This design comes from an exercise in tuning for small area, a short achievable clock period and few clock cycles per item on the open sky130 flow, not from production work. Where RTL was checked, it was by simulation tests only, not by an equivalence proof against the original. No driver is modelled on the clock port, so clock power and skew are understated where the tree is cut down; a real chip needs a root buffer or a tree.

==> trial 41: inputs <==
// uac_rx
module uac_rx (
    input  wire        clk,
    input  wire        rst,           
    input  wire        in_valid,
    output wire        in_ready,
    input  wire [15:0] in_sample,     
    output reg         frame_done,
    output wire        det,
    output reg         ev_valid,
    output wire [11:0] ev_word
);
export LEC_CHECK = 0
export CAP_MARGIN = 20
export CORE_MARGIN = 2
export CORE_UTILIZATION = 55
export PLACE_DENSITY = 0.8
export SLEW_MARGIN = 20
create_clock -name core_clock -period 24.0 [get_ports {clk}]
standard.sh (not shown) runs the stock make flow with config.mk's settings and CLKGATE_MAP_FILE= SYNTH_SCRIPT=/design/flow/synth_recipe.tcl, a recipe that flattens the netlist after the stock synthesis.
==> flow/flow/run.sh <==
#!/bin/bash
set -euo pipefail
export SYNTH_ARGS="-noabc"
export BUFFER_PORTS_ARGS="-buffer_cell sky130_fd_sc_hd__buf_2"
export PRE_CTS_TCL="$PWD/flow/man_cts.tcl"
export SETUP_SLACK_MARGIN=18.4
bash standard.sh > standard.log 2>&1
==> flow/flow/man_cts.tcl <==
set buf_master [[ord::get_db] findMaster sky130_fd_sc_hd__clkbuf_16]
set top_master [[ord::get_db] findMaster sky130_fd_sc_hd__clkbuf_8]
set block [ord::get_db_block]
set clk_net [$block findNet clk]
set its {}
set xs {}
set ys {}
foreach it [$clk_net getITerms] {
  set box [[$it getInst] getBBox]
  lappend its $it
  lappend xs [expr {([$box xMin] + [$box xMax]) / 2.0}]
  lappend ys [expr {([$box yMin] + [$box yMax]) / 2.0}]
}
set n [llength $its]
set k 4
set cap [expr {int(ceil(double($n) / $k))}]
puts "flow/man_cts.tcl: $n clock sinks"
# initial centres: the quadrant centres of the sinks' bounding box
set x0 [tcl::mathfunc::min {*}$xs]
set x1 [tcl::mathfunc::max {*}$xs]
set y0 [tcl::mathfunc::min {*}$ys]
set y1 [tcl::mathfunc::max {*}$ys]
set cx [list [expr {$x0 + ($x1 - $x0) / 4}] [expr {$x0 + ($x1 - $x0) / 4}] \
             [expr {$x0 + 3 * ($x1 - $x0) / 4}] [expr {$x0 + 3 * ($x1 - $x0) / 4}]]
set cy [list [expr {$y0 + ($y1 - $y0) / 4}] [expr {$y0 + 3 * ($y1 - $y0) / 4}] \
             [expr {$y0 + ($y1 - $y0) / 4}] [expr {$y0 + 3 * ($y1 - $y0) / 4}]]
for {set iter 0} {$iter < 30} {incr iter} {
  set pairs {}
  for {set i 0} {$i < $n} {incr i} {
    for {set j 0} {$j < $k} {incr j} {
      set d [expr {abs([lindex $xs $i] - [lindex $cx $j]) + abs([lindex $ys $i] - [lindex $cy $j])}]
      lappend pairs [list $d $i $j]
    }
  }
  set pairs [lsort -real -index 0 $pairs]
  array unset asg
  set cnt [lrepeat $k 0]
  foreach p $pairs {
    lassign $p d i j
    if {[info exists asg($i)] || [lindex $cnt $j] >= $cap} { continue }
    set asg($i) $j
    lset cnt $j [expr {[lindex $cnt $j] + 1}]
  }
  set sx [lrepeat $k 0.0]
  set sy [lrepeat $k 0.0]
  for {set i 0} {$i < $n} {incr i} {
    set j $asg($i)
    lset sx $j [expr {[lindex $sx $j] + [lindex $xs $i]}]
    lset sy $j [expr {[lindex $sy $j] + [lindex $ys $i]}]
  }
  for {set j 0} {$j < $k} {incr j} {
    lset cx $j [expr {[lindex $sx $j] / [lindex $cnt $j]}]
    lset cy $j [expr {[lindex $sy $j] / [lindex $cnt $j]}]
  }
}
proc bbox_of { pts } {
  set x0 1e12; set x1 -1e12; set y0 1e12; set y1 -1e12
  foreach p $pts {
    lassign $p it x y
    if {$x < $x0} { set x0 $x }
    if {$x > $x1} { set x1 $x }
    if {$y < $y0} { set y0 $y }
    if {$y > $y1} { set y1 $y }
  }
  return [list $x0 $y0 $x1 $y1]
}
proc add_buf { block master name net_in net_out_name box } {
  lassign $box x0 y0 x1 y1
  set bi [odb::dbInst_create $block $master $name]
  $bi setLocation [expr {int(($x0 + $x1) / 2)}] [expr {int(($y0 + $y1) / 2)}]
  $bi setPlacementStatus PLACED
  set nn [odb::dbNet_create $block $net_out_name]
  $nn setSigType CLOCK
  [$bi findITerm A] connect $net_in
  [$bi findITerm X] connect $nn
  return $nn
}
for {set j 0} {$j < $k} {incr j} {
  set pts {}
  for {set i 0} {$i < $n} {incr i} {
    if {$asg($i) == $j} { lappend pts [list [lindex $its $i] [lindex $xs $i] [lindex $ys $i]] }
  }
  set box [bbox_of $pts]
  set n1 [add_buf $block $top_master "clkbuf_man_$j" $clk_net "clknet_man_$j" $box]
  lassign $box x0 y0 x1 y1
  set idx [expr {($x1 - $x0) >= ($y1 - $y0) ? 1 : 2}]
  set pts [lsort -real -index $idx $pts]
  set h [expr {[llength $pts] / 2}]
  set li 0
  foreach leaf [list [lrange $pts 0 [expr {$h - 1}]] [lrange $pts $h end]] {
    set n2 [add_buf $block $buf_master "clkbuf_man_${j}_$li" $n1 "clknet_man_${j}_$li" [bbox_of $leaf]]
    foreach p $leaf {
      set it [lindex $p 0]
      $it disconnect
      $it connect $n2
    }
    puts "flow/man_cts.tcl: clkbuf_man_${j}_$li drives [llength $leaf] clock pins"
    incr li
  }
}
set_propagated_clock [all_clocks]
# the tree is built: make the flow's TritonCTS call a no-op
rename clock_tree_synthesis ""
proc clock_tree_synthesis { args } {
  puts "flow/man_cts.tcl: clock tree built by hand, TritonCTS skipped"
}
==> build 4 (differences from trial 41) <==
--- a/flow/design.v
+++ b/flow/design.v
@@ -19,15 +19,15 @@
     reg  [9:0]  idx;          
     reg         clr;          
     reg         rr;           
     assign in_ready = rdy;
     wire take = in_valid & rdy;
     reg  [22:0] s1, s2;
     reg  [1:0]  phase;
-    reg         lk, lkn;
+    reg         lk, lkn, lkd, lkdn;
     wire fs1;
     wire fc2;
     assign fs1 = 1'b0 ^ xr[4] ^ s2[0];
     assign fc2 = (1'b0 & xr[4]) | (s2[0] & (1'b0 ^ xr[4]));
     wire fs3;
     wire fc4;
     assign fs3 = 1'b0 ^ s1[0] ^ xr[5];
@@ -954,14 +954,16 @@
         else if (pw)
             xr <= ~s_new[12:0];
         else
             xr <= 13'h1fff;
         clr  <= rst | fin;
         ev_kind <= tx_end ? 2'd3 : sync_lost ? 2'd2 : 2'd1;
         rr   <= rst;
+        lkd  <= (phase == LOCKED);
+        lkdn <= (phase != LOCKED);
         frame_done <= 1'b0;
         ev_valid   <= 1'b0;
         vr         <= take & ~rst;
         if (rst) begin
             rdy   <= 1'b1;
             idx   <= 10'd0;
             pw    <= 1'b0;
==> flow/flow/run.sh (replaced) <==
#!/bin/bash
# The standard layout (standard.sh) with four changes to how it is made;
# the design, constraints and clock period are unchanged:
#  - synthesis skips Yosys's early generic ABC pass (SYNTH_ARGS=-noabc), so the
#    generated full-adder tree keeps its structure; registers are unchanged;
#  - port buffers are buf_2 cells instead of the default (a slow delay buffer);
#  - the clock tree is built by flow/man_cts.tcl (run as the CTS step's PRE
#    hook): the clock port drives four clkbuf_16, one per quarter of the
#    flip-flops, each driving two clkbuf_16 leaves, instead of TritonCTS's tree;
#  - timing repair aims for 18.4 ns of setup slack instead of 0.
# Every tool's output is in standard.log and in orfs/logs.
set -euo pipefail
export SYNTH_ARGS="-noabc"
export BUFFER_PORTS_ARGS="-buffer_cell sky130_fd_sc_hd__buf_2"
export PRE_CTS_TCL="$PWD/flow/man_cts.tcl"
export SETUP_SLACK_MARGIN=18.4
bash standard.sh > standard.log 2>&1
==> flow/flow/man_cts.tcl (replaced) <==
set buf_master [[ord::get_db] findMaster sky130_fd_sc_hd__clkbuf_16]
set block [ord::get_db_block]
set clk_net [$block findNet clk]
set sinks {}
foreach it [$clk_net getITerms] {
  set inst [$it getInst]
  set box [$inst getBBox]
  lappend sinks [list $it [expr {([$box xMin] + [$box xMax]) / 2}] [expr {([$box yMin] + [$box yMax]) / 2}]]
}
puts "flow/man_cts.tcl: [llength $sinks] clock sinks"
proc split2 { items idx } {
  set s [lsort -integer -index $idx $items]
  set h [expr {[llength $s] / 2}]
  return [list [lrange $s 0 [expr {$h - 1}]] [lrange $s $h end]]
}
proc bbox_center { items } {
  set x0 1e12; set x1 -1e12; set y0 1e12; set y1 -1e12
  foreach s $items {
    set x [lindex $s 1]; set y [lindex $s 2]
    if {$x < $x0} { set x0 $x }
    if {$x > $x1} { set x1 $x }
    if {$y < $y0} { set y0 $y }
    if {$y > $y1} { set y1 $y }
  }
  return [list [expr {int(($x0 + $x1) / 2)}] [expr {int(($y0 + $y1) / 2)}]]
}
proc add_buf { block master name net_in net_out_name xy } {
  set bi [odb::dbInst_create $block $master $name]
  $bi setLocation [lindex $xy 0] [lindex $xy 1]
  $bi setPlacementStatus PLACED
  set nn [odb::dbNet_create $block $net_out_name]
  $nn setSigType CLOCK
  [$bi findITerm A] connect $net_in
  [$bi findITerm X] connect $nn
  return $nn
}
set quarters {}
foreach half [split2 $sinks 1] {
  foreach q [split2 $half 2] { lappend quarters $q }
}
set qi 0
foreach q $quarters {
  set n1 [add_buf $block $buf_master "clkbuf_man_$qi" $clk_net "clknet_man_$qi" [bbox_center $q]]
  set li 0
  foreach leaf [split2 $q 1] {
    set n2 [add_buf $block $buf_master "clkbuf_man_${qi}_$li" $n1 "clknet_man_${qi}_$li" [bbox_center $leaf]]
    foreach s $leaf {
      set it [lindex $s 0]
      $it disconnect
      $it connect $n2
    }
    puts "flow/man_cts.tcl: clkbuf_man_${qi}_$li drives [llength $leaf] clock pins"
    incr li
  }
  incr qi
}
set_propagated_clock [all_clocks]
# the tree is built: make the flow's TritonCTS call a no-op
rename clock_tree_synthesis ""
proc clock_tree_synthesis { args } {
  puts "flow/man_cts.tcl: clock tree built by hand, TritonCTS skipped"
}
Settings changed: PLACE_DENSITY 0.8 to not set.
==> trial 38 (differences from trial 41) <==
Settings changed: ABC_AREA set to 1.
==> notes <==
In flip-flop and latch count, trial 38 and trial 41 do not differ.
The highest die area belongs to trial 38, the lowest to build 4.
Worst setup slack: trial 41 is better than trial 38 (0.0065 ns).
Against trial 38, the synthesized area of trial 41 is smaller by 0.58%.
Testbench counts of trial 41, summed over its fixed seeds: cycles 2,465,950, frames 2,400.
Testbench counts of trial 38, summed over its fixed seeds: cycles 2,465,950, frames 2,400.
No functional check of the RTL was part of build 4. In every run of this note, the design's own scripts or RTL, not TritonCTS, make the clock network.

[static timing again, ports no longer ideal]
Ports are ideal in the flow. The routed layouts listed here were re-timed in OpenROAD. Step 1: set_driving_cell puts a clkbuf_16 on clk and a buf_2 on each other input, an assumption about the parent block. Step 2, shift: input delay + t, output delay - t, t = (earliest + latest rising clock arrival at the registers) / 2. This alone moves slack from input paths to output paths. a / b / c = no drivers / after step 1 / after step 2; a / b = the first two.
run | t, ns | slack for setup (ns) | worst setup path after step 2
trial 41 | 0.352 | 18.428 / 18.354 / 18.266 | input to register
build 4 | 0.355 | 18.361 / 18.272 / 18.294 | input to register
trial 38 | 0.355 | 18.421 / 18.352 / 18.415 | input to register
After both steps every run listed still meets setup and hold. For trial 41, which loses most, drivers alone change the setup slack by -0.074 ns; drivers and shift together by -0.162 ns.
